From an optimization exercise on the open Yosys and OpenROAD flow, aimed at small area, a short achievable clock period and few clock cycles per item; shortcuts taken in it are not production practice.
The RTL was checked by simulation tests, not by an equivalence proof against the original design.

[config.mk]
export PLATFORM = sky130hd
export DESIGN_NAME = lwm_core
export DESIGN_NICKNAME = lwm_core
export VERILOG_FILES = /design/flow/design.v
export SDC_FILE = /design/flow/constraint.sdc
export NUM_CORES = 8
export LEC_CHECK = 0
export ABC_AREA = 1
export CAP_MARGIN = 20
export CORE_MARGIN = 2
export CORE_UTILIZATION = 35
export GPL_ROUTABILITY_DRIVEN = 1
export PLACE_DENSITY = 0.5
export SLEW_MARGIN = 20
[constraint.sdc]
create_clock -name core_clock -period 17.0 [get_ports {clk}]
set_input_delay 3.4000 -clock core_clock [delete_from_list [all_inputs] [get_ports {clk}]]
set_output_delay 3.4000 -clock core_clock [all_outputs]
set_load 0.01 [all_outputs]
[design.v]
module lwm_sin_rom (
    input  wire [7:0]  idx,
    output reg  [15:0] val
);
    always @(*) begin
        case (idx)
            8'd0: val = 16'h0000;
            8'd1: val = 16'h00C9;
            8'd2: val = 16'h0192;
            8'd3: val = 16'h025B;
            8'd4: val = 16'h0324;
            8'd5: val = 16'h03ED;
            8'd6: val = 16'h04B6;
            8'd7: val = 16'h057F;
            8'd8: val = 16'h0648;
            8'd9: val = 16'h0711;
            8'd10: val = 16'h07D9;
            8'd11: val = 16'h08A2;
            8'd12: val = 16'h096A;
            8'd13: val = 16'h0A33;
            8'd14: val = 16'h0AFB;
            8'd15: val = 16'h0BC4;
            8'd16: val = 16'h0C8C;
            8'd17: val = 16'h0D54;
            8'd18: val = 16'h0E1C;
            8'd19: val = 16'h0EE3;
            8'd20: val = 16'h0FAB;
            8'd21: val = 16'h1072;
            8'd22: val = 16'h113A;
            8'd23: val = 16'h1201;
            8'd24: val = 16'h12C8;
            8'd25: val = 16'h138F;
            8'd26: val = 16'h1455;
            8'd27: val = 16'h151C;
            8'd28: val = 16'h15E2;
            8'd29: val = 16'h16A8;
            8'd30: val = 16'h176E;
            8'd31: val = 16'h1833;
            8'd32: val = 16'h18F9;
            8'd33: val = 16'h19BE;
            8'd34: val = 16'h1A82;
            8'd35: val = 16'h1B47;
            8'd36: val = 16'h1C0B;
            8'd37: val = 16'h1CCF;
            8'd38: val = 16'h1D93;
            8'd39: val = 16'h1E57;
            8'd40: val = 16'h1F1A;
            8'd41: val = 16'h1FDD;
            8'd42: val = 16'h209F;
            8'd43: val = 16'h2161;
            8'd44: val = 16'h2223;
            8'd45: val = 16'h22E5;
            8'd46: val = 16'h23A6;
            8'd47: val = 16'h2467;
            8'd48: val = 16'h2528;
            8'd49: val = 16'h25E8;
            8'd50: val = 16'h26A8;
            8'd51: val = 16'h2767;
            8'd52: val = 16'h2826;
            8'd53: val = 16'h28E5;
            8'd54: val = 16'h29A3;
            8'd55: val = 16'h2A61;
            8'd56: val = 16'h2B1F;
            8'd57: val = 16'h2BDC;
            8'd58: val = 16'h2C99;
            8'd59: val = 16'h2D55;
            8'd60: val = 16'h2E11;
            8'd61: val = 16'h2ECC;
            8'd62: val = 16'h2F87;
            8'd63: val = 16'h3041;
            8'd64: val = 16'h30FB;
            8'd65: val = 16'h31B5;
            8'd66: val = 16'h326E;
            8'd67: val = 16'h3326;
            8'd68: val = 16'h33DF;
            8'd69: val = 16'h3496;
            8'd70: val = 16'h354D;
            8'd71: val = 16'h3604;
            8'd72: val = 16'h36BA;
            8'd73: val = 16'h376F;
            8'd74: val = 16'h3824;
            8'd75: val = 16'h38D9;
            8'd76: val = 16'h398C;
            8'd77: val = 16'h3A40;
            8'd78: val = 16'h3AF2;
            8'd79: val = 16'h3BA5;
            8'd80: val = 16'h3C56;
            8'd81: val = 16'h3D07;
            8'd82: val = 16'h3DB8;
            8'd83: val = 16'h3E68;
            8'd84: val = 16'h3F17;
            8'd85: val = 16'h3FC5;
            8'd86: val = 16'h4073;
            8'd87: val = 16'h4121;
            8'd88: val = 16'h41CE;
            8'd89: val = 16'h427A;
            8'd90: val = 16'h4325;
            8'd91: val = 16'h43D0;
            8'd92: val = 16'h447A;
            8'd93: val = 16'h4524;
            8'd94: val = 16'h45CD;
            8'd95: val = 16'h4675;
            8'd96: val = 16'h471C;
            8'd97: val = 16'h47C3;
            8'd98: val = 16'h4869;
            8'd99: val = 16'h490F;
            8'd100: val = 16'h49B4;
            8'd101: val = 16'h4A58;
            8'd102: val = 16'h4AFB;
            8'd103: val = 16'h4B9D;
            8'd104: val = 16'h4C3F;
            8'd105: val = 16'h4CE0;
            8'd106: val = 16'h4D81;
            8'd107: val = 16'h4E20;
            8'd108: val = 16'h4EBF;
            8'd109: val = 16'h4F5D;
            8'd110: val = 16'h4FFB;
            8'd111: val = 16'h5097;
            8'd112: val = 16'h5133;
            8'd113: val = 16'h51CE;
            8'd114: val = 16'h5268;
            8'd115: val = 16'h5302;
            8'd116: val = 16'h539B;
            8'd117: val = 16'h5432;
            8'd118: val = 16'h54C9;
            8'd119: val = 16'h5560;
            8'd120: val = 16'h55F5;
            8'd121: val = 16'h568A;
            8'd122: val = 16'h571D;
            8'd123: val = 16'h57B0;
            8'd124: val = 16'h5842;
            8'd125: val = 16'h58D3;
            8'd126: val = 16'h5964;
            8'd127: val = 16'h59F3;
            8'd128: val = 16'h5A82;
            8'd129: val = 16'h5B0F;
            8'd130: val = 16'h5B9C;
            8'd131: val = 16'h5C28;
            8'd132: val = 16'h5CB3;
            8'd133: val = 16'h5D3E;
            8'd134: val = 16'h5DC7;
            8'd135: val = 16'h5E4F;
            8'd136: val = 16'h5ED7;
            8'd137: val = 16'h5F5D;
            8'd138: val = 16'h5FE3;
            8'd139: val = 16'h6068;
            8'd140: val = 16'h60EB;
            8'd141: val = 16'h616E;
            8'd142: val = 16'h61F0;
            8'd143: val = 16'h6271;
            8'd144: val = 16'h62F1;
            8'd145: val = 16'h6370;
            8'd146: val = 16'h63EE;
            8'd147: val = 16'h646C;
            8'd148: val = 16'h64E8;
            8'd149: val = 16'h6563;
            8'd150: val = 16'h65DD;
            8'd151: val = 16'h6656;
            8'd152: val = 16'h66CF;
            8'd153: val = 16'h6746;
            8'd154: val = 16'h67BC;
            8'd155: val = 16'h6832;
            8'd156: val = 16'h68A6;
            8'd157: val = 16'h6919;
            8'd158: val = 16'h698B;
            8'd159: val = 16'h69FD;
            8'd160: val = 16'h6A6D;
            8'd161: val = 16'h6ADC;
            8'd162: val = 16'h6B4A;
            8'd163: val = 16'h6BB7;
            8'd164: val = 16'h6C23;
            8'd165: val = 16'h6C8E;
            8'd166: val = 16'h6CF8;
            8'd167: val = 16'h6D61;
            8'd168: val = 16'h6DC9;
            8'd169: val = 16'h6E30;
            8'd170: val = 16'h6E96;
            8'd171: val = 16'h6EFB;
            8'd172: val = 16'h6F5E;
            8'd173: val = 16'h6FC1;
            8'd174: val = 16'h7022;
            8'd175: val = 16'h7083;
            8'd176: val = 16'h70E2;
            8'd177: val = 16'h7140;
            8'd178: val = 16'h719D;
            8'd179: val = 16'h71F9;
            8'd180: val = 16'h7254;
            8'd181: val = 16'h72AE;
            8'd182: val = 16'h7307;
            8'd183: val = 16'h735E;
            8'd184: val = 16'h73B5;
            8'd185: val = 16'h740A;
            8'd186: val = 16'h745F;
            8'd187: val = 16'h74B2;
            8'd188: val = 16'h7504;
            8'd189: val = 16'h7555;
            8'd190: val = 16'h75A5;
            8'd191: val = 16'h75F3;
            8'd192: val = 16'h7641;
            8'd193: val = 16'h768D;
            8'd194: val = 16'h76D8;
            8'd195: val = 16'h7722;
            8'd196: val = 16'h776B;
            8'd197: val = 16'h77B3;
            8'd198: val = 16'h77FA;
            8'd199: val = 16'h783F;
            8'd200: val = 16'h7884;
            8'd201: val = 16'h78C7;
            8'd202: val = 16'h7909;
            8'd203: val = 16'h794A;
            8'd204: val = 16'h7989;
            8'd205: val = 16'h79C8;
            8'd206: val = 16'h7A05;
            8'd207: val = 16'h7A41;
            8'd208: val = 16'h7A7C;
            8'd209: val = 16'h7AB6;
            8'd210: val = 16'h7AEE;
            8'd211: val = 16'h7B26;
            8'd212: val = 16'h7B5C;
            8'd213: val = 16'h7B91;
            8'd214: val = 16'h7BC5;
            8'd215: val = 16'h7BF8;
            8'd216: val = 16'h7C29;
            8'd217: val = 16'h7C59;
            8'd218: val = 16'h7C88;
            8'd219: val = 16'h7CB6;
            8'd220: val = 16'h7CE3;
            8'd221: val = 16'h7D0E;
            8'd222: val = 16'h7D39;
            8'd223: val = 16'h7D62;
            8'd224: val = 16'h7D89;
            8'd225: val = 16'h7DB0;
            8'd226: val = 16'h7DD5;
            8'd227: val = 16'h7DFA;
            8'd228: val = 16'h7E1D;
            8'd229: val = 16'h7E3E;
            8'd230: val = 16'h7E5F;
            8'd231: val = 16'h7E7E;
            8'd232: val = 16'h7E9C;
            8'd233: val = 16'h7EB9;
            8'd234: val = 16'h7ED5;
            8'd235: val = 16'h7EEF;
            8'd236: val = 16'h7F09;
            8'd237: val = 16'h7F21;
            8'd238: val = 16'h7F37;
            8'd239: val = 16'h7F4D;
            8'd240: val = 16'h7F61;
            8'd241: val = 16'h7F74;
            8'd242: val = 16'h7F86;
            8'd243: val = 16'h7F97;
            8'd244: val = 16'h7FA6;
            8'd245: val = 16'h7FB4;
            8'd246: val = 16'h7FC1;
            8'd247: val = 16'h7FCD;
            8'd248: val = 16'h7FD8;
            8'd249: val = 16'h7FE1;
            8'd250: val = 16'h7FE9;
            8'd251: val = 16'h7FF0;
            8'd252: val = 16'h7FF5;
            8'd253: val = 16'h7FF9;
            8'd254: val = 16'h7FFD;
            8'd255: val = 16'h7FFE;
            default: val = 16'h0000;
        endcase
    end
endmodule
module lwm_mac18 (
    input  wire [17:0] a,
    input  wire [17:0] b,
    input  wire [35:0] c,
    output wire [35:0] p
);
    wire [18:0] bx = {b, 1'b0};
    reg  [35:0] r [0:11];
    reg  [35:0] cst, negs;
    reg   [2:0] t;
    reg  [18:0] pp;
    integer i;
    always @(*) begin
        cst  = 36'd0;
        negs = 36'd0;
        for (i = 0; i < 9; i = i + 1) begin
            t = bx[2*i +: 3];
            case (t)
                3'b000, 3'b111: pp = 19'd0;
                3'b001, 3'b010: pp = {a[17], a};
                3'b011:         pp = {a, 1'b0};
                3'b100:         pp = ~{a, 1'b0};
                default:        pp = ~{a[17], a};
            endcase
            r[i] = {17'd0, ~pp[18], pp[17:0]} << (2*i);
            negs[2*i] = t[2] & ~(t[1] & t[0]);
            cst = cst - (36'd1 << (18 + 2*i));
        end
        r[9]  = cst;
        r[10] = negs;
        r[11] = c;
    end
    function [71:0] csa;
        input [35:0] x, y, z;
        csa = {((x & y) | (x & z) | (y & z)) << 1, x ^ y ^ z};
    endfunction
    wire [71:0] l1a = csa(r[0], r[1], r[2]);
    wire [71:0] l1b = csa(r[3], r[4], r[5]);
    wire [71:0] l1c = csa(r[6], r[7], r[8]);
    wire [71:0] l1d = csa(r[9], r[10], r[11]);
    wire [71:0] l2a = csa(l1a[35:0], l1a[71:36], l1b[35:0]);
    wire [71:0] l2b = csa(l1b[71:36], l1c[35:0], l1c[71:36]);
    wire [71:0] l3a = csa(l2a[35:0], l2a[71:36], l2b[35:0]);
    wire [71:0] l3b = csa(l2b[71:36], l1d[35:0], l1d[71:36]);
    wire [71:0] l4  = csa(l3a[35:0], l3a[71:36], l3b[35:0]);
    wire [71:0] l5  = csa(l4[35:0], l4[71:36], l3b[71:36]);
    wire [36:0] s;
    addbk #(36) fin (.a(l5[35:0]), .b(l5[71:36]), .ci(1'b0), .s(s));
    assign p = s[35:0];
endmodule
module addbk #(parameter N = 32) (input [N-1:0] a, input [N-1:0] b, input ci, output [N:0] s);
    function integer lg2c;             
        input integer v;
        integer t;
        begin
            lg2c = 0;
            for (t = 1; t < v; t = t * 2) lg2c = lg2c + 1;
        end
    endfunction
    localparam integer LG = lg2c(N + 1);
    wire [N:0] g0 = {a & b, ci};
    wire [N:0] p0 = {a ^ b, 1'b0};
    wire [N:0] G [0:2*LG];
    wire [N:0] P [0:2*LG];
    assign G[0] = g0;
    assign P[0] = p0;
    genvar l, i;
    generate
        for (l = 0; l < LG; l = l + 1) begin : up
            for (i = 0; i <= N; i = i + 1) begin : n
                if ((i % (2 << l)) == ((2 << l) - 1) && i >= (1 << l)) begin : op
                    assign G[l+1][i] = G[l][i] | (P[l][i] & G[l][i - (1 << l)]);
                    assign P[l+1][i] = P[l][i] & P[l][i - (1 << l)];
                end else begin : pass
                    assign G[l+1][i] = G[l][i];
                    assign P[l+1][i] = P[l][i];
                end
            end
        end
        for (l = 0; l < LG; l = l + 1) begin : dn
            for (i = 0; i <= N; i = i + 1) begin : n
                if (i >= (3 << (LG-1-l)) - 1 && ((i + 1) % (2 << (LG-1-l))) == (1 << (LG-1-l))) begin : op
                    assign G[LG+l+1][i] = G[LG+l][i] | (P[LG+l][i] & G[LG+l][i - (1 << (LG-1-l))]);
                    assign P[LG+l+1][i] = P[LG+l][i] & P[LG+l][i - (1 << (LG-1-l))];
                end else begin : pass
                    assign G[LG+l+1][i] = G[LG+l][i];
                    assign P[LG+l+1][i] = P[LG+l][i];
                end
            end
        end
    endgenerate
    assign s = {G[2*LG][N], p0[N:1] ^ G[2*LG][N-1:0]};
endmodule
module lwm_core (
    input  wire        clk,
    input  wire        rst,           
    input  wire        bus_valid,
    input  wire        bus_write,
    input  wire [5:0]  bus_addr,      
    input  wire [1:0]  bus_size,      
    input  wire [31:0] bus_wdata,
    output reg         bus_ready,
    output reg         bus_err,
    output reg  [31:0] bus_rdata
);
    localparam integer K  = 3;             
    localparam integer WW = 35 + K;        
    localparam [31:0] ID_VALUE = 32'h4C574D01;
    localparam [7:0] OP_TOFIX = 8'h01, OP_FROMFIX = 8'h02, OP_QCONV = 8'h03,
                     OP_QADD = 8'h08, OP_QSUB = 8'h09, OP_QMUL = 8'h0A,
                     OP_QDIV = 8'h0B, OP_QADDI = 8'h0C, OP_QSUBI = 8'h0D,
                     OP_QMULI = 8'h0E, OP_QDIVI = 8'h0F, OP_GADD = 8'h10,
                     OP_GSUB = 8'h11, OP_GMUL = 8'h12, OP_GDIV = 8'h13,
                     OP_ISQRT = 8'h18, OP_FSQRT = 8'h19, OP_TRIG = 8'h20,
                     OP_CLARKE = 8'h21, OP_PARK = 8'h22, OP_REVPARK = 8'h23;
    localparam [4:0] S_IDLE = 5'd0,  S_SH  = 5'd1,  S_SH2 = 5'd2,  S_G2  = 5'd3,
                     S_G3   = 5'd4,  S_DIV = 5'd5,  S_DFIN = 5'd6, S_SQ1 = 5'd7,
                     S_SQP  = 5'd8,  S_ND  = 5'd9,  S_M0  = 5'd10, S_M1  = 5'd11,
                     S_M2   = 5'd12, S_M3  = 5'd13, S_M4  = 5'd14, S_MQ  = 5'd15,
                     S_TRC  = 5'd16, S_TRS = 5'd17, S_PKC = 5'd18, S_PK1 = 5'd19,
                     S_PK2  = 5'd20, S_PK3 = 5'd21, S_PK4 = 5'd22, S_PK5 = 5'd23,
                     S_CK0  = 5'd24, S_CK1 = 5'd25, S_CK2 = 5'd26, S_SQX = 5'd27;
    localparam signed [17:0] KSQ3 = 18'sd18918;
    function [5:0] clz32;
        input [31:0] v;
        integer i;
        begin
            clz32 = 6'd32;
            for (i = 0; i < 32; i = i + 1)
                if (v[i]) clz32 = 6'd31 - i[5:0];
        end
    endfunction
    function [31:0] sat15;
        input [31:0] v;
        reg [16:0] y;
        begin
            y = v[31:15];
            if (!y[16] && y[15])
                sat15 = 32'sd32767;
            else if (y[16] && (!y[15] || y[14:0] == 15'd0))
                sat15 = -32'sd32767;
            else
                sat15 = {{16{y[15]}}, y[15:0]};
        end
    endfunction
    function [31:0] ohf;
        input [4:0] v;
        begin
            ohf = 32'd1 << v;
        end
    endfunction
    function op_known;
        input [7:0] o;
        begin
            case (o)
                OP_TOFIX, OP_FROMFIX, OP_QCONV, OP_QADD, OP_QSUB, OP_QMUL,
                OP_QDIV, OP_QADDI, OP_QSUBI, OP_QMULI, OP_QDIVI, OP_GADD,
                OP_GSUB, OP_GMUL, OP_GDIV, OP_ISQRT, OP_FSQRT, OP_TRIG,
                OP_CLARKE, OP_PARK, OP_REVPARK: op_known = 1'b1;
                default:                        op_known = 1'b0;
            endcase
        end
    endfunction
    function [1:0] fpad;
        input [6:0] l;
        reg [3:0] d;
        begin
            d = {2'b0, l[1:0]} + {2'b0, l[3:2]} + {2'b0, l[5:4]} + {3'b0, l[6]};
            case (d)
                4'd0, 4'd3, 4'd6, 4'd9: fpad = 2'd0;
                4'd1, 4'd4, 4'd7, 4'd10: fpad = 2'd2;
                default:                fpad = 2'd1;
            endcase
        end
    endfunction
    function [K-1:0] fmask;
        input [1:0] f;
        begin
            fmask = ~({K{1'b1}} >> f);
        end
    endfunction
    function [WW-1:0] winit;
        input [31:0] x;
        input [1:0] f;
        begin
            winit = {{(WW-32-K+1){1'b0}}, x, {(K-1){1'b0}}} >> f;
        end
    endfunction
    reg        fault;
    reg  [1:0] cz;                        
    reg [31:0] cmd, opa, opb, opc, res0, res1;
    reg  [4:0] st;
    reg [31:0] oh;                        
    reg        ang_c;                     
    reg [31:0]   treg;                    
    reg [31:0]   xr;                      
    reg [WW-1:0] ws;                      
    reg [WW-1:0] wc;                      
    reg [31:0]   qp, qn;                  
    reg [31:0]   Dn;                      
    reg [17:0]   creg;                    
    reg  [6:0]   Lrem;                    
    reg [K-1:0]  fm;                      
    reg          first;                   
    reg  [5:0]   xclz;                    
    reg          neg;                     
    reg  [2:0]   iter;                    
    reg          flg;                     
    reg          ckv;                     
    wire       acc_ok = (bus_size == 2'd2) && (bus_addr[1:0] == 2'b00);
    wire [3:0] ra     = bus_addr[5:2];
    wire       wr     = bus_valid && acc_ok && bus_write;
    wire       cmd_wr = wr && (ra == 4'd2);
    wire [7:0] w_op = bus_wdata[7:0];
    wire [4:0] w_qa = bus_wdata[12:8];
    wire       w_legal = op_known(w_op) && (bus_wdata[15:13] == 3'b0) &&
                         (bus_wdata[23:21] == 3'b0) && (bus_wdata[31:29] == 3'b0);
    wire [7:0] c_op = cmd[7:0];
    wire [4:0] c_qa = cmd[12:8];
    wire [4:0] c_qb = cmd[20:16];
    wire [4:0] c_qr = cmd[28:24];
    wire idle = oh[S_IDLE];
    wire [31:0] sq_x = (c_op == OP_ISQRT) ? opa : xr;        
    wire [31:0] nv0 = ({32{oh[S_IDLE]}} & opa) |
                      ({32{oh[S_ND] && c_op != OP_GDIV}} & opb) |
                      ({32{oh[S_ND] && c_op == OP_GDIV}} & Dn) |
                      ({32{oh[S_G3]}} & treg) |
                      ({32{oh[S_SQX]}} & xr) |
                      ({32{oh[S_SQ1]}} & res0);                 
    wire [31:0] nv   = nv0[31] ? -nv0 : nv0;
    wire [5:0]  nclz = clz32(nv);
    reg  [31:0] f_hi, f_lo;
    reg  [31:0] fv;                       
    reg  signed [6:0] fe;                 
    reg         fprod;                    
    always @(*) begin
        fv    = opa;
        fe    = 7'sd0;
        fprod = 1'b0;
        case (st)
            S_IDLE, S_ND, S_G3, S_SQX, S_SQ1: begin fv = nv; fe = -$signed({1'b0, nclz}); end
            S_SH: begin
                case (c_op)
                    OP_TOFIX, OP_FSQRT: begin fv = opa; fe = -$signed({2'b0, c_qa}); end
                    OP_QADDI, OP_QSUBI: begin fv = opb; fe = -$signed({2'b0, c_qa}); end
                    OP_FROMFIX:         begin fv = opa; fe =  $signed({2'b0, c_qa}); end
                    default:            begin fv = opa; fe = $signed({2'b0, c_qa}) - $signed({2'b0, c_qr}); end
                endcase
            end
            S_SH2, S_G2: begin fv = opb; fe = $signed({2'b0, c_qb}) - $signed({2'b0, c_qr}); end
            default: begin   
                fprod = 1'b1;
                if (c_op == OP_GMUL)
                    fe = $signed({2'b0, c_qa}) + $signed({2'b0, c_qb}) - $signed({2'b0, c_qr});
                else
                    fe = $signed({2'b0, c_qa});
            end
        endcase
        if (fprod) begin
            if (fe < 0)       begin f_hi = res0;             f_lo = 32'd0;    end
            else if (fe < 32) begin f_hi = ws[31:0];         f_lo = res0;     end
            else              begin f_hi = {32{ws[31]}};     f_lo = ws[31:0]; end
        end else begin
            if (fe < 0)       begin f_hi = fv;               f_lo = 32'd0;    end
            else              begin f_hi = {32{fv[31]}};     f_lo = fv;       end
        end
    end
    wire [63:0] f_cat  = {f_hi, f_lo};
    wire [63:0] f_shr  = f_cat >> fe[4:0];
    wire [31:0] fs_out = f_shr[31:0];
    wire [31:0] as_x   = oh[S_SH2] ? treg : opa;
    wire [31:0] as_y   = idle ? opb : fs_out;
    wire        as_sub = idle ? bus_wdata[0] : c_op[0];    
    wire [32:0] as_sum;
    addbk #(32) u_as (.a(as_x), .b(as_sub ? ~as_y : as_y), .ci(as_sub), .s(as_sum));
    wire [31:0] as_out = as_sum[31:0];
    wire [WW:0]  w_sum;
    addbk #(WW) u_wsum (.a(ws), .b(wc), .ci(1'b0), .s(w_sum));
    wire         w_neg = w_sum[WW-1];
    wire         rsq   = oh[S_SQP];
    wire [31:0]  rs_a = rsq ? res0 : (first ? 32'd0 : (neg ? qn : qp));
    wire [31:0]  rs_b = first ? 32'd0 : (rsq ? qp : (neg ? ~qp : ~qn));
    wire [31:0]  rs_c = first ? 32'd0 : (rsq ? ~qn : {31'd0, neg & w_neg});
    wire         rci = !first && ((!rsq && neg) || !w_neg);
    wire [31:0]  rs_s = rs_a ^ rs_b ^ rs_c;
    wire [31:0]  rs_k = {((rs_a[30:0] & rs_b[30:0]) | (rs_a[30:0] & rs_c[30:0]) | (rs_b[30:0] & rs_c[30:0])), 1'b0};
    wire [32:0]  r_sum;
    addbk #(32) u_res (.a(rs_s), .b(rs_k), .ci(rci), .s(r_sum));
    wire [31:0]  r_out = r_sum[31:0];
    wire [31:0]  sq_n  = {1'b0, r_out[31:1]};                
    function [33:0] sq_first;        
        input [31:0] x;
        reg        ng, big, stp;
        reg [18:0] q;
        reg [19:0] sm;
        begin
            ng  = x[31] || (x == 32'd0);
            big = x > 32'd2097152;
            q   = big ? x[31:13] : x[25:7];
            sm  = {1'b0, q} + (big ? 20'd8192 : 20'd128);
            stp = big ? (x[31:14] == 18'd4096) : (x[31:8] == 24'd64);
            sq_first = {1'b0, ng || stp,
                        ng ? 32'd0 : stp ? (big ? 32'd8192 : 32'd128) : {13'd0, sm[19:1]}};
        end
    endfunction
    wire [33:0] s1i = sq_first(opa);
    wire [33:0] s1f = sq_first(fs_out);
    reg  rom_c, rom_sin, rom_flip;
    always @(*) begin
        rom_c    = ang_c;
        rom_sin  = 1'b0;
        rom_flip = 1'b0;
        case (st)
            S_TRC: begin rom_c = 1'b0; end
            S_TRS: begin rom_c = 1'b0; rom_sin = 1'b1; end
            S_PKC, S_PK3: begin rom_c = 1'b1; end
            S_PK1: begin rom_c = 1'b1; rom_sin = 1'b1; rom_flip = (c_op == OP_PARK); end
            S_PK2: begin rom_c = 1'b1; rom_sin = 1'b1; rom_flip = (c_op != OP_PARK); end
            default: ;
        endcase
    end
    wire [15:0] ang    = rom_c ? opc[15:0] : opa[15:0];
    wire  [1:0] qsel   = {~ang[15], ang[14]};
    wire        use_i  = qsel[0] ^ rom_sin;
    wire  [7:0] r_idx  = use_i ? ang[13:6] : ~ang[13:6];
    wire        r_neg  = (rom_sin ? ~qsel[1] : ~(qsel[1] ^ qsel[0])) ^ rom_flip;
    wire [15:0] r_t;
    lwm_sin_rom rom (.idx(r_idx), .val(r_t));
    wire [15:0] rom_v  = r_neg ? -r_t : r_t;
    wire m_idle = oh[S_IDLE];
    wire s_alz  = (m_idle & !ang_c) | oh[S_M0] | oh[S_M2];           
    wire s_als  = (m_idle &  ang_c) | oh[S_PK1] | oh[S_PK3];         
    wire s_ah   = oh[S_M1] | oh[S_M3];                               
    wire s_b16  = oh[S_PK2] | oh[S_PK4];                             
    wire s_k    = oh[S_CK1];
    wire s_g    = oh[S_SQ1];
    wire t_bl   = (m_idle & !ang_c) | oh[S_M0] | oh[S_M1];           
    wire t_bh   = oh[S_M2] | oh[S_M3];                               
    wire t_c    = (m_idle & ang_c) | oh[S_PK1] | oh[S_PK2] | oh[S_PK3] | oh[S_PK4] | oh[S_CK1];
    wire u_sh   = oh[S_M1] | oh[S_M3];                               
    wire u_acc  = oh[S_M2] | oh[S_PK2] | oh[S_PK4];                  
    wire [17:0] ma = ({18{s_alz}} & {2'b00, opa[15:0]}) |
                     ({18{s_als}} & {{2{opa[15]}}, opa[15:0]}) |
                     ({18{s_ah}}  & {{2{opa[31]}}, opa[31:16]}) |
                     ({18{s_b16}} & {{2{opb[15]}}, opb[15:0]}) |
                     ({18{s_k}}   & KSQ3) |
                     ({18{s_g}}   & {1'b0, res0[16:0]});
    wire [17:0] mb = ({18{t_bl}}  & {2'b00, opb[15:0]}) |
                     ({18{t_bh}}  & {{2{opb[31]}}, opb[31:16]}) |
                     ({18{t_c}}   & creg) |
                     ({18{s_g}}   & {1'b0, res0[16:0]});
    wire [35:0] madd = ({36{u_sh}}  & {{16{ws[35]}}, ws[35:16]}) |
                       ({36{u_acc}} & ws[35:0]) |
                       ({36{s_g}}   & ~{4'd0, sq_x});              
    wire [35:0] mp;
    lwm_mac18 u_mac (.a(ma), .b(mb), .c(madd), .p(mp));
    wire [31:0] pk_res = (c_op == OP_PARK) ? sat15(wc[31:0])
                                           : {{16{wc[30]}}, wc[30:15]};
    wire [17:0] ck = -({{2{opa[15]}}, opa[15:0]} + {opb[15], opb[15:0], 1'b0});
    reg [WW-1:0] dv_s, dv_c, dv_a;
    reg [WW-1:0] dv_ys, dv_yc;
    reg  [3:0]   dv_e;
    reg [K-1:0]  dv_qp, dv_qn;
    integer      k;
    always @(*) begin
        dv_s = ws;
        dv_c = first ? {WW{1'b0}} : wc;
        for (k = K - 1; k >= 0; k = k - 1) begin
            dv_ys = {dv_s[WW-2:0], 1'b0};
            dv_yc = {dv_c[WW-2:0], 1'b0};
            dv_e  = dv_ys[WW-1:WW-4] + dv_yc[WW-1:WW-4];
            dv_qp[k] = !dv_e[3] && !fm[k];                     
            dv_qn[k] = dv_e[3] && (dv_e != 4'hF) && !fm[k];    
            if (dv_qp[k])      dv_a = ~{{(WW-32-K){1'b0}}, Dn, {K{1'b0}}};
            else if (dv_qn[k]) dv_a =  {{(WW-32-K){1'b0}}, Dn, {K{1'b0}}};
            else               dv_a = {WW{1'b0}};
            dv_s = dv_ys ^ dv_yc ^ dv_a;
            dv_c = {((dv_ys & dv_yc) | (dv_ys & dv_a) | (dv_yc & dv_a)), 1'b0};
            dv_c[0] = dv_qp[k];
        end
    end
    wire [WW:0] ck_sum;
    addbk #(WW) u_ck (.a(wc), .b({{(WW-19){1'b0}}, res0[17:0], 1'b0}), .ci(1'b0), .s(ck_sum));
    wire        sq_stop = first && ckv && (c_op[4:3] == 2'b11) && wc[WW-1] && !ck_sum[WW-1];
    wire signed [7:0] L_set = $signed({2'b0, nclz}) - $signed({2'b0, xclz}) + 8'sd1 +
                              ((!oh[S_ND]) ? 8'sd0 :
                               (c_op == OP_QDIV) ? $signed({3'b0, c_qa}) :
                               (c_op == OP_GDIV) ? $signed({3'b0, c_qr}) : 8'sd0);
    wire [1:0]  f_set = fpad(L_set[6:0]);
    reg w_zw;
    always @(*) begin
        if (!w_legal) w_zw = 1'b1;
        else case (w_op)
            OP_QADD, OP_QSUB, OP_CLARKE: w_zw = 1'b1;
            OP_TRIG:            w_zw = !ang_c;
            OP_QDIV, OP_QDIVI:  w_zw = (opb == 32'd0);
            OP_ISQRT:           w_zw = s1i[32];
            default:            w_zw = 1'b0;
        endcase
    end
    always @(*) begin
        case (ra)
            4'd0:    bus_rdata = ID_VALUE;
            4'd1:    bus_rdata = {24'd0, 2'b00, cz, 3'd0, fault};
            4'd2:    bus_rdata = cmd;
            4'd4:    bus_rdata = opa;
            4'd5:    bus_rdata = opb;
            4'd6:    bus_rdata = opc;
            4'd8:    bus_rdata = res0;
            4'd9:    bus_rdata = res1;
            default: bus_rdata = 32'd0;
        endcase
        bus_err = !acc_ok;
    end
    wire sh_fin = !((c_op == OP_GADD) || (c_op == OP_GSUB) ||
                    (c_op == OP_GDIV) || (c_op == OP_FSQRT));
    wire finish = (oh[S_SH] & sh_fin) | oh[S_SH2] | oh[S_M4] | oh[S_MQ] | oh[S_DFIN] |
                  oh[S_TRC] | oh[S_PK3] | ((oh[S_G3] | oh[S_SQX]) & flg) |
                  (oh[S_DIV] & sq_stop) | (oh[S_SQP] & (iter == 3'd6));
    wire b1 = oh[S_TRS] | oh[S_PK4] | oh[S_PK5] | oh[S_CK0] | oh[S_CK1] | oh[S_CK2];
    always @(*) begin
        if (idle)    bus_ready = !(bus_write && acc_ok && ra == 4'd2) || w_zw;
        else if (b1) bus_ready = !acc_ok || (!bus_write && ra != 4'd9);
        else         bus_ready = finish;
    end
    wire div_setup = oh[S_ND] || oh[S_SQ1];
    always @(posedge clk) begin
        if (idle) begin
            creg  <= ang_c ? {{2{rom_v[15]}}, rom_v} : ck;
            treg  <= fs_out;
            xclz  <= nclz;
            iter  <= 3'd2;
            neg   <= opa[31] ^ opb[31];
            flg   <= 1'b0;
        end
        if (div_setup) begin
            Dn    <= fs_out;
            ws    <= winit(treg, f_set);
            wc    <= {{(WW-36){mp[35]}}, mp};              
            fm    <= fmask(f_set);
            Lrem  <= L_set[6:0] + {5'd0, f_set};
            first <= 1'b1;
        end else if (idle)
            ws    <= {{(WW-36){mp[35]}}, mp};
        case (st)
            S_SH: begin
                treg <= fs_out;
                xr   <= fs_out;
                flg  <= s1f[32];                               
            end
            S_G2: begin
                Dn  <= fs_out;                                 
                flg <= (fs_out == 32'd0);
            end
            S_G3, S_SQX: begin
                treg <= fs_out;                                
                xclz <= nclz;
            end
            S_SQ1: ckv <= (res0[31:17] == 15'd0);
            default: ;
        endcase
        case (st)
            S_G3: neg <= treg[31] ^ Dn[31];
            S_SQP: iter <= iter + 3'd1;
            S_DIV: begin
                ws    <= dv_s;
                wc    <= dv_c;
                qp    <= {(first ? {(32-K){1'b0}} : qp[31-K:0]), dv_qp};
                qn    <= {(first ? {(32-K){1'b0}} : qn[31-K:0]), dv_qn};
                first <= 1'b0;
                fm    <= {K{1'b0}};
                Lrem  <= Lrem - K;
            end
            S_M0, S_M1, S_M2, S_M3, S_PK1, S_PK3: ws <= {{(WW-36){mp[35]}}, mp};
            S_PK2, S_PK4, S_CK1: wc <= {{(WW-36){mp[35]}}, mp};
            default: ;
        endcase
        case (st)
            S_CK0: creg <= ck;
            S_TRC, S_PKC, S_PK1, S_PK2, S_PK3: creg <= {{2{rom_v[15]}}, rom_v};
            default: ;
        endcase
        if (rst) begin
            fault <= 1'b0;
            cz    <= 2'd0;
            cmd   <= 32'd0;
            opa   <= 32'd0;
            opb   <= 32'd0;
            opc   <= 32'd0;
            res0  <= 32'd0;
            res1  <= 32'd0;
            begin st <= S_IDLE; oh <= ohf(S_IDLE); end
            ang_c <= 1'b0;
        end else begin
            case (st)
                S_IDLE: begin
                    if (wr) begin
                        case (ra)
                            4'd1: if (bus_wdata[0]) begin
                                fault <= 1'b0;
                                cz    <= 2'd0;
                            end
                            4'd4: begin opa <= bus_wdata; ang_c <= 1'b0; end
                            4'd5: opb <= bus_wdata;
                            4'd6: begin opc <= bus_wdata; ang_c <= 1'b1; end
                            default: ;
                        endcase
                    end
                    if (cmd_wr) begin
                        cmd <= bus_wdata;
                        if (!w_legal) begin
                            if (!fault) begin fault <= 1'b1; cz <= 2'd1; end
                        end else begin
                            case (w_op)
                                OP_QADD, OP_QSUB: res0 <= as_out;
                                OP_TOFIX, OP_FROMFIX, OP_QCONV, OP_QADDI, OP_QSUBI,
                                OP_GADD, OP_GSUB, OP_GDIV, OP_FSQRT: begin st <= S_SH; oh <= ohf(S_SH); end
                                OP_QMUL, OP_QMULI, OP_GMUL: begin st <= ang_c ? S_M0 : S_M1; oh <= ohf(ang_c ? S_M0 : S_M1); end
                                OP_QDIV, OP_QDIVI: begin
                                    if (opb == 32'd0) begin
                                        if (!fault) begin fault <= 1'b1; cz <= 2'd2; end
                                    end else
                                        begin st <= S_ND; oh <= ohf(S_ND); end
                                end
                                OP_ISQRT: begin
                                    res0 <= s1i[31:0];
                                    if (!s1i[32]) begin st <= S_SQ1; oh <= ohf(S_SQ1); end
                                end
                                OP_TRIG: begin
                                    if (!ang_c) begin
                                        res0 <= {{16{rom_v[15]}}, rom_v};
                                        begin st <= S_TRS; oh <= ohf(S_TRS); end
                                    end else
                                        begin st <= S_TRC; oh <= ohf(S_TRC); end
                                end
                                OP_CLARKE: begin
                                    res0 <= {{16{opa[15]}}, opa[15:0]};
                                    begin st <= ang_c ? S_CK0 : S_CK1; oh <= ohf(ang_c ? S_CK0 : S_CK1); end
                                end
                                default: begin st <= ang_c ? S_PK1 : S_PKC; oh <= ohf(ang_c ? S_PK1 : S_PKC); end    
                            endcase
                        end
                    end
                end
                S_SH: begin
                    case (c_op)
                        OP_QADDI, OP_QSUBI: begin res0 <= as_out; begin st <= S_IDLE; oh <= ohf(S_IDLE); end end
                        OP_GADD, OP_GSUB:   begin st <= S_SH2; oh <= ohf(S_SH2); end
                        OP_GDIV:            begin st <= S_G2; oh <= ohf(S_G2); end
                        OP_FSQRT:           begin res0 <= s1f[31:0]; begin st <= S_SQX; oh <= ohf(S_SQX); end end
                        default:            begin res0 <= fs_out; begin st <= S_IDLE; oh <= ohf(S_IDLE); end end
                    endcase
                end
                S_SH2: begin res0 <= as_out; begin st <= S_IDLE; oh <= ohf(S_IDLE); end end
                S_G2:  begin st <= S_G3; oh <= ohf(S_G3); end
                S_G3: begin
                    if (flg) begin
                        if (!fault) begin fault <= 1'b1; cz <= 2'd2; end
                        begin st <= S_IDLE; oh <= ohf(S_IDLE); end
                    end else
                        begin st <= S_ND; oh <= ohf(S_ND); end
                end
                S_ND:  begin st <= (treg == 32'd0 || L_set <= 0) ? S_DFIN : S_DIV; oh <= ohf((treg == 32'd0 || L_set <= 0) ? S_DFIN : S_DIV); end
                S_SQX: begin st <= flg ? S_IDLE : S_SQ1; oh <= ohf(flg ? S_IDLE : S_SQ1); end
                S_DIV: begin
                    if (sq_stop)                  begin st <= S_IDLE; oh <= ohf(S_IDLE); end    
                    else if ($signed(Lrem) <= K)  begin st <= (c_op[4:3] == 2'b11) ? S_SQP : S_DFIN; oh <= ohf((c_op[4:3] == 2'b11) ? S_SQP : S_DFIN); end
                end
                S_DFIN: begin res0 <= r_out; begin st <= S_IDLE; oh <= ohf(S_IDLE); end end
                S_SQ1: begin st <= (L_set <= 0) ? S_SQP : S_DIV; oh <= ohf((L_set <= 0) ? S_SQP : S_DIV); end
                S_SQP: begin
                    res0 <= sq_n;
                    begin st <= (iter == 3'd6) ? S_IDLE : S_SQ1; oh <= ohf((iter == 3'd6) ? S_IDLE : S_SQ1); end
                end
                S_M0: begin st <= S_M1; oh <= ohf(S_M1); end
                S_M1: begin res0[15:0] <= ws[15:0]; begin st <= S_M2; oh <= ohf(S_M2); end end
                S_M2: begin st <= (c_op == OP_QMULI) ? S_MQ : S_M3; oh <= ohf((c_op == OP_QMULI) ? S_MQ : S_M3); end
                S_MQ: begin res0[31:16] <= ws[15:0]; begin st <= S_IDLE; oh <= ohf(S_IDLE); end end
                S_M3: begin res0[31:16] <= ws[15:0]; begin st <= S_M4; oh <= ohf(S_M4); end end
                S_M4: begin res0 <= fs_out; begin st <= S_IDLE; oh <= ohf(S_IDLE); end end
                S_TRC: begin res0 <= {{16{rom_v[15]}}, rom_v}; begin st <= S_TRS; oh <= ohf(S_TRS); end end
                S_TRS: begin res1 <= {{16{rom_v[15]}}, rom_v}; begin st <= S_IDLE; oh <= ohf(S_IDLE); end end
                S_PKC: begin st <= S_PK1; oh <= ohf(S_PK1); end
                S_PK1: begin st <= S_PK2; oh <= ohf(S_PK2); end
                S_PK2: begin st <= S_PK3; oh <= ohf(S_PK3); end
                S_PK3: begin res0 <= pk_res; begin st <= S_PK4; oh <= ohf(S_PK4); end end
                S_PK4: begin st <= S_PK5; oh <= ohf(S_PK5); end
                S_PK5: begin res1 <= pk_res; begin st <= S_IDLE; oh <= ohf(S_IDLE); end end
                S_CK0: begin st <= S_CK1; oh <= ohf(S_CK1); end
                S_CK1: begin st <= S_CK2; oh <= ohf(S_CK2); end
                S_CK2: begin res1 <= sat15(wc[31:0]); begin st <= S_IDLE; oh <= ohf(S_IDLE); end end
                default: begin st <= S_IDLE; oh <= ohf(S_IDLE); end
            endcase
        end
    end
endmodule
[flow/run.sh]
#!/bin/bash
set -euo pipefail
bash standard.sh SETUP_SLACK_MARGIN=8.5 finish > flow_standard.log 2>&1
[standard.sh]
#!/bin/bash
# synth_recipe.tcl (not shown) runs the flow's synth.tcl, then flattens the netlist and writes it again
# the make line also repeats each setting of config.mk as NAME=value (left out here)
make -C /OpenROAD-flow-scripts/flow DESIGN_CONFIG=/design/flow/config.mk WORK_HOME=/design/flow/orfs CLKGATE_MAP_FILE= SYNTH_SCRIPT=/design/flow/synth_recipe.tcl "${@:-finish}"
==> results of run 1 <==
[repair_timing]
action,in CTS,in global routing
resized for setup,1369,483
pin swaps,421,275
setup endpoints to repair,254,159
cloned,40,4
buffers inserted,381,145
[cell families (layout without fill, tap and decap cells)]
| group | Yosys count | in the layout | synth area share |
|---|---|---|---|
| and+or+nand+nor | 3476 | 3482 | 0.239 |
| AOI/OAI and AO/OA | 2500 | 2501 | 0.241 |
| buffers and inverters | 1745 | 2287 | 0.108 |
| adders and majority gates | 692 | 692 | 0.183 |
| DFF | 488 | 488 | 0.203 |
| xor gates and xnor gates | 173 | 173 | 0.0246 |
| muxes | 2 | 2 | 0.000325 |
| other | 0 | 44 | 0 |
[routing by layer]
metal | vias to the layer above | GRT usage | share of wire
li1 | 32200 | - | -
met1 | 38000 | 0.592 | 0.37
met2 | 6042 | 0.682 | 0.40
met3 | 1780 | 0.177 | 0.13
met5 | - | 0 | 0.00063
met4 | 28 | 0.393 | 0.10
[flip-flops by register name (all words and copies together) (netlist names), 2 cells and up]
register / cells
fm: 3
xr: 32
Dn: 32
qp: 32
opb: 32
res0: 32
xclz: 6
creg: 18
res1: 16
ws: 38
oh: 26
opc: 32
wc: 38
opa: 32
qn: 32
cmd: 32
treg: 32
cz: 2
st: 5
Lrem: 7
iter: 3
[worst max-delay path: cells and delay by family (launching register included)]
kind	cells	cell delay (ps)
xor gates and xnor gates	2	410
and+or+nand+nor	21	2780
AOI/OAI and AO/OA	16	2600
DFF	1	480
buffers and inverters	11	2130
adders and majority gates	3	1090
[cell usage after synthesis, types with 107 or more instances]
library cell,number
clkbuf_1,432
nand2_1,1706
a221oi_1,124
a21oi_1,617
ha_1,343
o22ai_1,175
dfxtp_1,215
fa_1,349
o211ai_1,122
nor2_1,792
nand3_1,632
edfxtp_1,273
o21ai_0,1010
xor2_1,107
inv_1,1167
[per-stage QoR]
step	cells	utilization	worst slack (ps)	cell area, sq um
CTS	11800	0.441	7740	76900
finish	12000	0.459	7260	80100
global placement	11300	0.377	4350	65800
floorplan	9076	-	7660	61800
detailed placement	11300	0.378	4160	65900
global route	12000	0.459	6980	80000
[worst max path at each step]
| stage | startpoint | to | slack (ps) | cells after the start |
|---|---|---|---|---|
| detailed placement | ang_c$_SDFFE_PP0P_ | ws[37]$_DFFE_PP_ | 4160 | 53 |
| global placement | ang_c$_SDFFE_PP0P_ | ws[37]$_DFFE_PP_ | 4350 | 53 |
| floorplan | oh[0]$_SDFFE_PP1P_ | ws[37]$_DFFE_PP_ | 7660 | 53 |
| finish | res0[24]$_SDFFE_PP0P_ | res0[29]$_SDFFE_PP0P_ | 7260 | 53 |
| global route | treg[0]$_DFFE_PP_ | res0[29]$_SDFFE_PP0P_ | 6980 | 67 |
| CTS | ang_c$_SDFFE_PP0P_ | ws[37]$_DFFE_PP_ | 7740 | 53 |
[layout make-up]
type,instances,area share
timing repair inverter,12,0.00100
timing repair buffer,920,0.108
clock inverter,30,0.00430
antenna,44,0.00137
inverter,1230,0.0626
sequential,488,0.157
multi-input combinational,6850,0.605
clock buffer,95,0.0245
tap,2325,0.0363
==> reports/qor.yml, run 1 <==
status:
  status: "timing/DRC/antenna clean"
timing:
  fmax_mhz: 103
  fin_skew_ps: 47.9
  hold_viol_final: 0
  report.final.slew_viol_count: 0
  rsz0062_at_grt: "true"
  tightest_slew_ps: 1320
  relSlewSlack: 0.114
  fin_setup_tns_ps: 0
  holdWs_ps: 471
  fin_crit_sh: 0.573
  fin_crit_ps: 9740
  final-setup-viol-count: 0
placed_design:
  io_buffers: 77
  dp_hpwl_mm: 340
  place.gp.congestion: 1.10
setup_path:
  rrSetupSlack_ps: 7260
  rr_endpoint: "res0[29]$_SDFFE_PP0P_"
  endpoint_kind: "register"
  critPathLaunchType: "register"
  worstPathMaxFanout: 5
  cpMaxStageDelayCell: "inv_1"
  r2r_cells: 53
  max_stage_delay_ps: 860
  cp.required_ps: 17560
  critPathKind: "reg -> reg"
  arrival_ps: 10300
  cpMostUsedCell: "nand2_1"
  reg2reg_from: "res0[24]$_SDFFE_PP0P_"
job:
  maxCapViolations: 0
synth:
  synthesis.nets: 9812
  seq_area_frac_synth: 0.203
  synthArstFlopShare: 0
  netlist_instances: 9076
  syn_area_per_cell_sq_um: 6.78
  ys_ff_latch: 488
  ys_warn_count: 7
  syn-cell-area_sq_mm: 0.0616
  yosysTopAreaCell: "edfxtp_1"
  synth-main-ff-cell: "edfxtp_1"
  synth_top_cell_area_share: 0.133
  synth_enable_flop_cells: 273
  synth_cell_type_count: 68
  ys_top_cells_by_area: "edfxtp_1 (13%), fa_1 (11%), nand2_1 (10%)"
global_routing:
  grt_pass1_wl_mm: 605
  antenna_found_initial: 54
  grt_max_degree: 137
  grt-ovfl-total: 0
  grt_pass1_vias: 71500
  grtUsageTotal: 0.485
cts:
  clock_sink_count: 488
  cts_buffers: 69
  clock-root-buffer: "clkbuf_16"
  cts_max_level: 3
  cts_tree: "built"
  clkTransAtPathRegs_ps: 70
  insertion_delay_ps: 730
  clock_path_buffers: 3
  hold_buffers: 0
worst_hold_path:
  hp-start: "oh[14]$_SDFFE_PP0P_"
  whs_path_depth: 2
  min_to: "oh[14]$_SDFFE_PP0P_"
  hold_class: "reg -> reg"
floorplanning:
  rows: 153
  design.die.area_sq_mm: 0.179
  fp.coreArea_sq_mm: 0.174
  start_util: 0.353
  die_h_um: 423
  io-pin-count: 78
  dieWidth_um: 423
finish:
  nets: 10300
  syn_to_final_growth_pct: 30.1
  drive_gt1_frac: 0.229
  fill_cells: 17800
  seq_area_sq_mm: 0.0126
  final_cell_mix: "nand2_1 (1529), inv_1 (1034), o21ai_0 (862), nor2_1 (685), buf_4 (655)"
  final_common_cell: "nand2_1"
  multi_input_area_sq_mm: 0.0485
drt:
  dr_total_vias: 78000
  postRouteAntennaNets: 0
  post_drt_wl_per_cell_um: 37.7
  dr.pass1.iters: 8
  drc: 0
  wl_mm: 452
  drt_iter0_drc: 11900
  viasPerCell: 6.50
Testbench counts, summed over its fixed seeds: cycles 99,282, items 12,000.
==> inputs of run 2 (changes only) <==
--- a/design.v
+++ b/design.v
@@ -370,5 +370,5 @@
     output reg  [31:0] bus_rdata
 );
-    localparam integer K  = 3;             
+    localparam integer K  = 4;             
     localparam integer WW = 35 + K;        
     localparam [31:0] ID_VALUE = 32'h4C574D01;
@@ -386,13 +386,20 @@
                      S_TRC  = 5'd16, S_TRS = 5'd17, S_PKC = 5'd18, S_PK1 = 5'd19,
                      S_PK2  = 5'd20, S_PK3 = 5'd21, S_PK4 = 5'd22, S_PK5 = 5'd23,
-                     S_CK0  = 5'd24, S_CK1 = 5'd25, S_CK2 = 5'd26, S_SQX = 5'd27;
+                     S_CK0  = 5'd24, S_CK1 = 5'd25, S_CK2 = 5'd26, S_SQX = 5'd27, S_G4 = 5'd28, S_SA = 5'd29;
     localparam signed [17:0] KSQ3 = 18'sd18918;
-    function [5:0] clz32;
+    function [5:0] clz32;               
         input [31:0] v;
-        integer i;
+        reg z16, z8, z4, z2, z1;
+        reg [15:0] v16;
+        reg [7:0]  v8;
+        reg [3:0]  v4;
+        reg [1:0]  v2;
         begin
-            clz32 = 6'd32;
-            for (i = 0; i < 32; i = i + 1)
-                if (v[i]) clz32 = 6'd31 - i[5:0];
+            z16 = (v[31:16] == 16'd0);  v16 = z16 ? v[15:0]  : v[31:16];
+            z8  = (v16[15:8] == 8'd0);  v8  = z8  ? v16[7:0] : v16[15:8];
+            z4  = (v8[7:4] == 4'd0);    v4  = z4  ? v8[3:0]  : v8[7:4];
+            z2  = (v4[3:2] == 2'd0);    v2  = z2  ? v4[1:0]  : v4[3:2];
+            z1  = !v2[1];
+            clz32 = (v == 32'd0) ? 6'd32 : {1'b0, z16, z8, z4, z2, z1};
         end
     endfunction
@@ -428,14 +435,8 @@
         end
     endfunction
-    function [1:0] fpad;
+    function [1:0] fpad;               
         input [6:0] l;
-        reg [3:0] d;
         begin
-            d = {2'b0, l[1:0]} + {2'b0, l[3:2]} + {2'b0, l[5:4]} + {3'b0, l[6]};
-            case (d)
-                4'd0, 4'd3, 4'd6, 4'd9: fpad = 2'd0;
-                4'd1, 4'd4, 4'd7, 4'd10: fpad = 2'd2;
-                default:                fpad = 2'd1;
-            endcase
+            fpad = 2'd0 - l[1:0];
         end
     endfunction
@@ -470,4 +471,5 @@
     reg          first;                   
     reg  [5:0]   xclz;                    
+    reg  [5:0]   nclz;                    
     reg          neg;                     
     reg  [2:0]   iter;                    
@@ -487,13 +489,14 @@
     wire [4:0] c_qr = cmd[28:24];
     wire idle = oh[S_IDLE];
-    wire [31:0] sq_x = (c_op == OP_ISQRT) ? opa : xr;        
-    wire [31:0] nv0 = ({32{oh[S_IDLE]}} & opa) |
-                      ({32{oh[S_ND] && c_op != OP_GDIV}} & opb) |
-                      ({32{oh[S_ND] && c_op == OP_GDIV}} & Dn) |
-                      ({32{oh[S_G3]}} & treg) |
+    wire [31:0] sq_x = xr;                                    
+    wire [31:0] ab_a0 = idle ? opa : treg;
+    wire [31:0] ab_a  = ab_a0[31] ? -ab_a0 : ab_a0;
+    wire [31:0] ab_b0 = idle ? opb : Dn;
+    wire [31:0] ab_b  = ab_b0[31] ? -ab_b0 : ab_b0;
+    wire [31:0] nvs = ({32{oh[S_ND] | oh[S_G4]}} & (oh[S_ND] ? Dn : treg)) |
                       ({32{oh[S_SQX]}} & xr) |
                       ({32{oh[S_SQ1]}} & res0);                 
-    wire [31:0] nv   = nv0[31] ? -nv0 : nv0;
-    wire [5:0]  nclz = clz32(nv);
+    wire [31:0] nv    = nvs;
+    wire [5:0]  fclz  = nclz;
     reg  [31:0] f_hi, f_lo;
     reg  [31:0] fv;                       
@@ -505,5 +508,5 @@
         fprod = 1'b0;
         case (st)
-            S_IDLE, S_ND, S_G3, S_SQX, S_SQ1: begin fv = nv; fe = -$signed({1'b0, nclz}); end
+            S_ND, S_G4, S_SQX, S_SQ1: begin fv = nv; fe = -$signed({1'b0, fclz}); end
             S_SH: begin
                 case (c_op)
@@ -535,6 +538,7 @@
     wire [63:0] f_shr  = f_cat >> fe[4:0];
     wire [31:0] fs_out = f_shr[31:0];
-    wire [31:0] as_x   = oh[S_SH2] ? treg : opa;
-    wire [31:0] as_y   = idle ? opb : fs_out;
+    wire        as_g   = (c_op == OP_GADD) || (c_op == OP_GSUB);
+    wire [31:0] as_x   = (!idle && as_g) ? treg : opa;
+    wire [31:0] as_y   = idle ? opb : as_g ? Dn : treg;
     wire        as_sub = idle ? bus_wdata[0] : c_op[0];    
     wire [32:0] as_sum;
@@ -571,5 +575,10 @@
     endfunction
     wire [33:0] s1i = sq_first(opa);
-    wire [33:0] s1f = sq_first(fs_out);
+    wire [33:0] s1f = sq_first(xr);
+    wire [31:0] cz_b = ({32{oh[S_G4]}}  & Dn) |
+                       ({32{oh[S_SH]}}  & fs_out) |
+                       ({32{oh[S_SQX]}} & s1f[31:0]) |
+                       ({32{oh[S_SQP]}} & sq_n);
+    wire [5:0]  nclz_n = (idle | oh[S_G3]) ? clz32(ab_a) : clz32(cz_b);
     reg  rom_c, rom_sin, rom_flip;
     always @(*) begin
@@ -595,13 +604,13 @@
     wire [15:0] rom_v  = r_neg ? -r_t : r_t;
     wire m_idle = oh[S_IDLE];
-    wire s_alz  = (m_idle & !ang_c) | oh[S_M0] | oh[S_M2];           
-    wire s_als  = (m_idle &  ang_c) | oh[S_PK1] | oh[S_PK3];         
+    wire s_alz  = m_idle | oh[S_M0] | oh[S_M2];                      
+    wire s_als  = oh[S_PK1] | oh[S_PK3];                             
     wire s_ah   = oh[S_M1] | oh[S_M3];                               
     wire s_b16  = oh[S_PK2] | oh[S_PK4];                             
     wire s_k    = oh[S_CK1];
     wire s_g    = oh[S_SQ1];
-    wire t_bl   = (m_idle & !ang_c) | oh[S_M0] | oh[S_M1];           
+    wire t_bl   = m_idle | oh[S_M0] | oh[S_M1];                      
     wire t_bh   = oh[S_M2] | oh[S_M3];                               
-    wire t_c    = (m_idle & ang_c) | oh[S_PK1] | oh[S_PK2] | oh[S_PK3] | oh[S_PK4] | oh[S_CK1];
+    wire t_c    = oh[S_PK1] | oh[S_PK2] | oh[S_PK3] | oh[S_PK4] | oh[S_CK1];
     wire u_sh   = oh[S_M1] | oh[S_M3];                               
     wire u_acc  = oh[S_M2] | oh[S_PK2] | oh[S_PK4];                  
@@ -658,5 +667,6 @@
         if (!w_legal) w_zw = 1'b1;
         else case (w_op)
-            OP_QADD, OP_QSUB, OP_CLARKE: w_zw = 1'b1;
+            OP_QADD, OP_QSUB, OP_CLARKE,
+            OP_TOFIX, OP_FROMFIX, OP_QCONV: w_zw = 1'b1;
             OP_TRIG:            w_zw = !ang_c;
             OP_QDIV, OP_QDIVI:  w_zw = (opb == 32'd0);
@@ -665,4 +675,12 @@
         endcase
     end
+    wire sh_fin = (c_op == OP_TOFIX) || (c_op == OP_FROMFIX) || (c_op == OP_QCONV);
+    wire fwd0 = (oh[S_SH] & sh_fin) | oh[S_M4] | oh[S_MQ] | oh[S_PK3];
+    wire fwd1 = oh[S_TRS] | oh[S_PK5] | oh[S_CK2];
+    wire p1   = oh[S_PK3] | oh[S_PK4] | oh[S_CK0] | oh[S_CK1];
+    wire b1   = fwd0 | fwd1 | p1;
+    wire [31:0] f0 = oh[S_MQ] ? {ws[15:0], res0[15:0]} :
+                     oh[S_PK3] ? pk_res : fs_out;
+    wire [31:0] f1 = oh[S_TRS] ? {{16{rom_v[15]}}, rom_v} : oh[S_CK2] ? sat15(wc[31:0]) : pk_res;
     always @(*) begin
         case (ra)
@@ -673,27 +691,26 @@
             4'd5:    bus_rdata = opb;
             4'd6:    bus_rdata = opc;
-            4'd8:    bus_rdata = res0;
-            4'd9:    bus_rdata = res1;
+            4'd8:    bus_rdata = fwd0 ? f0 : res0;
+            4'd9:    bus_rdata = fwd1 ? f1 : res1;
             default: bus_rdata = 32'd0;
         endcase
         bus_err = !acc_ok;
     end
-    wire sh_fin = !((c_op == OP_GADD) || (c_op == OP_GSUB) ||
-                    (c_op == OP_GDIV) || (c_op == OP_FSQRT));
-    wire finish = (oh[S_SH] & sh_fin) | oh[S_SH2] | oh[S_M4] | oh[S_MQ] | oh[S_DFIN] |
-                  oh[S_TRC] | oh[S_PK3] | ((oh[S_G3] | oh[S_SQX]) & flg) |
+    wire finish = oh[S_SA] | oh[S_M3] | (oh[S_M2] & (c_op == OP_QMULI)) |
+                  oh[S_DFIN] | oh[S_TRC] | oh[S_PK2] | (oh[S_G3] & flg) | (oh[S_SQX] & s1f[32]) |
                   (oh[S_DIV] & sq_stop) | (oh[S_SQP] & (iter == 3'd6));
-    wire b1 = oh[S_TRS] | oh[S_PK4] | oh[S_PK5] | oh[S_CK0] | oh[S_CK1] | oh[S_CK2];
     always @(*) begin
         if (idle)    bus_ready = !(bus_write && acc_ok && ra == 4'd2) || w_zw;
-        else if (b1) bus_ready = !acc_ok || (!bus_write && ra != 4'd9);
+        else if (b1) bus_ready = !acc_ok || (!bus_write && !(ra == 4'd9 && p1));
         else         bus_ready = finish;
     end
     wire div_setup = oh[S_ND] || oh[S_SQ1];
     always @(posedge clk) begin
+        nclz <= nclz_n;
         if (idle) begin
             creg  <= ang_c ? {{2{rom_v[15]}}, rom_v} : ck;
-            treg  <= fs_out;
-            xclz  <= nclz;
+            treg  <= ab_a;                                     
+            xr    <= opa;                                      
+            Dn    <= ab_b;                                     
             iter  <= 3'd2;
             neg   <= opa[31] ^ opb[31];
@@ -712,12 +729,16 @@
             S_SH: begin
                 treg <= fs_out;
-                xr   <= fs_out;
-                flg  <= s1f[32];                               
+                xr   <= fs_out;                                
             end
+            S_SH2: Dn <= fs_out;                               
             S_G2: begin
                 Dn  <= fs_out;                                 
                 flg <= (fs_out == 32'd0);
             end
-            S_G3, S_SQX: begin
+            S_G3: begin
+                treg <= ab_a;
+                Dn   <= ab_b;
+            end
+            S_G4, S_SQX: begin
                 treg <= fs_out;                                
                 xclz <= nclz;
@@ -782,14 +803,14 @@
                                 OP_TOFIX, OP_FROMFIX, OP_QCONV, OP_QADDI, OP_QSUBI,
                                 OP_GADD, OP_GSUB, OP_GDIV, OP_FSQRT: begin st <= S_SH; oh <= ohf(S_SH); end
-                                OP_QMUL, OP_QMULI, OP_GMUL: begin st <= ang_c ? S_M0 : S_M1; oh <= ohf(ang_c ? S_M0 : S_M1); end
+                                OP_QMUL, OP_QMULI, OP_GMUL: begin st <= S_M1; oh <= ohf(S_M1); end
                                 OP_QDIV, OP_QDIVI: begin
                                     if (opb == 32'd0) begin
                                         if (!fault) begin fault <= 1'b1; cz <= 2'd2; end
                                     end else
-                                        begin st <= S_ND; oh <= ohf(S_ND); end
+                                        begin st <= S_G4; oh <= ohf(S_G4); end
                                 end
                                 OP_ISQRT: begin
                                     res0 <= s1i[31:0];
-                                    if (!s1i[32]) begin st <= S_SQ1; oh <= ohf(S_SQ1); end
+                                    if (!s1i[32]) begin st <= S_SQX; oh <= ohf(S_SQX); end
                                 end
                                 OP_TRIG: begin
@@ -811,12 +832,13 @@
                 S_SH: begin
                     case (c_op)
-                        OP_QADDI, OP_QSUBI: begin res0 <= as_out; begin st <= S_IDLE; oh <= ohf(S_IDLE); end end
+                        OP_QADDI, OP_QSUBI: begin st <= S_SA; oh <= ohf(S_SA); end
                         OP_GADD, OP_GSUB:   begin st <= S_SH2; oh <= ohf(S_SH2); end
                         OP_GDIV:            begin st <= S_G2; oh <= ohf(S_G2); end
-                        OP_FSQRT:           begin res0 <= s1f[31:0]; begin st <= S_SQX; oh <= ohf(S_SQX); end end
+                        OP_FSQRT:           begin st <= S_SQX; oh <= ohf(S_SQX); end
                         default:            begin res0 <= fs_out; begin st <= S_IDLE; oh <= ohf(S_IDLE); end end
                     endcase
                 end
-                S_SH2: begin res0 <= as_out; begin st <= S_IDLE; oh <= ohf(S_IDLE); end end
+                S_SH2: begin st <= S_SA; oh <= ohf(S_SA); end
+                S_SA:  begin res0 <= as_out; begin st <= S_IDLE; oh <= ohf(S_IDLE); end end
                 S_G2:  begin st <= S_G3; oh <= ohf(S_G3); end
                 S_G3: begin
@@ -825,8 +847,12 @@
                         begin st <= S_IDLE; oh <= ohf(S_IDLE); end
                     end else
-                        begin st <= S_ND; oh <= ohf(S_ND); end
+                        begin st <= S_G4; oh <= ohf(S_G4); end
                 end
+                S_G4:  begin st <= S_ND; oh <= ohf(S_ND); end
                 S_ND:  begin st <= (treg == 32'd0 || L_set <= 0) ? S_DFIN : S_DIV; oh <= ohf((treg == 32'd0 || L_set <= 0) ? S_DFIN : S_DIV); end
-                S_SQX: begin st <= flg ? S_IDLE : S_SQ1; oh <= ohf(flg ? S_IDLE : S_SQ1); end
+                S_SQX: begin
+                    res0 <= s1f[31:0];                         
+                    begin st <= s1f[32] ? S_IDLE : S_SQ1; oh <= ohf(s1f[32] ? S_IDLE : S_SQ1); end
+                end
                 S_DIV: begin
                     if (sq_stop)                  begin st <= S_IDLE; oh <= ohf(S_IDLE); end    
==> flow/run.sh (replaced) <==
#!/bin/bash
set -euo pipefail
bash standard.sh SETUP_SLACK_MARGIN=9 finish > flow_standard.log 2>&1
==> run 2 against run 1 <==
  * The layout now fails its checks (capacitance limit, slew limit)
  * Sequential share of layout area down 1.2 points
  * Critical path depth down 30
  * Maximum frequency down 0.17%
  * Utilization down 0.10 points
  * First-iteration DRC count up 28%
  * Die area up 9.4%
  * Via count up 16%
  * Register-to-register slack better by 230 ps
==> reports/qor.yml, run 2 <==
synth:
  synth_cell_type_count: 81
  syn_area_per_cell_sq_um: 6.61
  synth-main-ff-cell: "edfxtp_1"
  ys_ff_latch: 496
  synthArstFlopShare: 0
  seq_area_frac_synth: 0.188
  synthesis.nets: 11000
  syn-cell-area_sq_mm: 0.0674
  synth_enable_flop_cells: 274
  netlist_instances: 10200
  synth.most_common_cell: "nand2_1"
  ys_top_cells_by_area: "edfxtp_1 (12%), fa_1 (11%), nand2_1 (11%)"
  ys_warn_count: 7
  synth_top_cell_area_share: 0.122
  synth_common_cells: "nand2_1 (1969), inv_1 (1412), o21ai_0 (1229), nor2_1 (839), nand3_1 (675)"
  yosysTopAreaCell: "edfxtp_1"
global_routing:
  grt_pass1_vias: 82100
  antenna_found_initial: 105
  grt_max_degree: 115
  grtUsageTotal: 0.544
  grt-ovfl-total: 0
  grt_pass1_wl_mm: 727
setup_path:
  arrival_ps: 6360
  rr_endpoint: "res0[10]$_SDFFE_PP0P_"
  setup.worst_path.start: "oh[9]$_SDFFE_PP0P_"
  reg2reg_from: "st[1]$_SDFFE_PP0P_"
  cpMaxStageDelayCell: "o21ai_2"
  path_cells: "buf_6 -> inv_4 -> buf_6 -> o21ai_2 -> a31oi_1 -> nor3_2 -> nand2_1 -> nand2_1 -> inv_2 -> nand3_1 -> nand3_1 -> nand3_1 -> nand2_1 -> nand2_1 -> nand3_1 -> nand2_2 -> buf_8 -> clkinvlp_4 -> o221ai_2 -> a21oi_1 -> o21ai_2 -> nand3_2 -> dlygate4sd2_1"
  max_stage_delay_ps: 780
  worstPathMaxFanout: 33
  critPathKind: "reg -> out"
  cp.required_ps: 13600
  critPathLaunchType: "register"
  endpoint_kind: "primary output"
  rrSetupSlack_ps: 7490
  r2r_cells: 68
floorplanning:
  start_util: 0.351
  die_h_um: 443
  dieWidth_um: 443
  fp.coreArea_sq_mm: 0.192
  io-pin-count: 78
  rows: 161
  design.die.area_sq_mm: 0.196
timing:
  tightest_slew_ps: 2480
  hold_viol_final: 0
  fmax_mhz: 102
  rsz0062_at_grt: "true"
  fin_setup_tns_ps: 0
  final-setup-viol-count: 0
  fin_skew_ps: 94.8
  fin_crit_sh: 0.574
  fin_crit_ps: 9760
  report.final.slew_viol_count: 9
  relSlewSlack: -0.651
placed_design:
  place.gp.congestion: 1.27
  dp_hpwl_mm: 404
  io_buffers: 77
status:
  status: "failed layout checks"
  failed_checks: "capacitance limit, slew limit"
cts:
  insertion_delay_ps: 820
  clock_path_buffers: 3
  clock_sink_count: 496
  hold_buffers: 0
  cts_max_level: 3
  cts_buffers: 77
  cts_tree: "built"
  clock-root-buffer: "clkbuf_16"
  clkTransAtPathRegs_ps: 60
drt:
  postRouteAntennaNets: 0
  drt_iter0_drc: 15200
  dr_total_vias: 90500
  dr.pass1.iters: 11
  post_drt_wl_per_cell_um: 41.0
  drc: 0
  viasPerCell: 6.72
  wl_mm: 552
finish:
  drive_gt1_frac: 0.226
  syn_to_final_growth_pct: 30.5
  top_regs: "wc x39, ws x39"
  nets: 11500
  seq_area_sq_mm: 0.0127
  final_common_cell: "nand2_1"
  final_cell_mix: "nand2_1 (1769), inv_1 (1254), o21ai_0 (1047), buf_4 (752), nor2_1 (734)"
  fill_cells: 19700
  multi_input_area_sq_mm: 0.0529
worst_hold_path:
  hp-start: "oh[10]$_SDFFE_PP0P_"
  whs_path_depth: 2
  min_to: "oh[10]$_SDFFE_PP0P_"
  hold_class: "reg -> reg"
job:
  maxCapViolations: 3
[run 2: how the worst max path moves through the flow]
stage	end	slack, ps	cells after the start
2_1_floorplan	ws[19]$_DFFE_PP_	8190	52
4_1_cts	bus_rdata[9]	7680	30
5_1_grt	res0[10]$_SDFFE_PP0P_	7320	68
3_3_place_gp	ws[7]$_DFFE_PP_	3690	51
6_report	bus_rdata[25]	7240	23
3_5_place_dp	ws[7]$_DFFE_PP_	3860	51
[run 2: critical path: cells and delay by family (launching register included)]
| kind | cells | cell delay, ps |
|---|---|---|
| DFF | 1 | 330 |
| and+or+nand+nor | 11 | 1770 |
| buffers and inverters | 7 | 1740 |
| AOI/OAI and AO/OA | 5 | 1620 |
[run 2: layout make-up]
class,instances,area share
multi-input combinational,7623,0.601
sequential,496,0.145
timing repair buffer,1044,0.114
inverter,1502,0.0697
tap,2526,0.0359
clock buffer,101,0.0241
clock inverter,43,0.00621
antenna,114,0.00324
timing repair inverter,10,0.000739
[run 2: through the flow]
stage	setup WS, ps	std cells	cell area, sq um	utilization	hold WS [ps]
floorplan	8190	10200	67900	-	419
global placement	3690	12500	72000	0.375	432
detailed placement	3860	12500	72000	0.375	432
CTS	7680	13200	85100	0.443	454
global route	7320	13400	87700	0.457	470
finish	7240	13500	88000	0.458	460
[run 2: routing by layer]
layer	global-route usage	part of all wire
met3	0.289	0.15
met4	0.522	0.12
met2	0.727	0.38
met5	0.0205	0.0012
met1	0.604	0.34
[run 2: cell families (layout without fill, tap and decap cells)]
family,after synthesis,count (layout),share of synthesized area
fa+ha+maj,724,724,0.177
simple gates,3836,3852,0.240
compound gates,2831,2832,0.247
flops,496,496,0.188
other cells,1,115,0.0000556
xor+xnor,209,209,0.0274
mux,5,5,0.000742
buf+inv,2091,2700,0.120
[run 2: timing repair]
item	CTS	global route
gates cloned	48	2
gates resized for setup	1643	338
endpoints found under the setup margin	143	121
buffers inserted	483	110
pin swaps	361	257
Testbench counts of run 2, summed over its fixed seeds: cycles 92,640, items 12,000.

==> static timing again, ports no longer ideal <==
The results above use ideal ports. As a check the final layouts listed here were re-extracted and re-timed, cells and wires unchanged. Step 1 (the two cells are an assumption about what drives the block):
set clk [get_ports {clk}]
set_driving_cell -lib_cell sky130_fd_sc_hd__clkbuf_16 $clk
set_driving_cell -lib_cell sky130_fd_sc_hd__buf_2 [delete_from_list [all_inputs] $clk]
Step 2 adds t to the input delays and takes it off the output delays; t is the mean of the earliest and latest rising clock arrival at the registers after step 1. Input paths then give back, and output paths get back, about the clock's delay inside the block. Three values: no drivers, after step 1, after step 2; two values: the first two.
run | t, ns | setup slack, ns | worst hold slack (ns) | clock arrival spread, ns | slew at the worst register clock pin (ns)
run 1 | 0.793 | 7.259 / 7.259 / 7.259 | 0.471 / 0.471 / 0.471 | 0.049 / 0.049 | 0.07 / 0.07
run 2 | 0.873 | 7.242 / 7.142 / 7.487 | 0.460 / 0.460 / 0.460 | 0.094 / 0.095 | 0.07 / 0.07
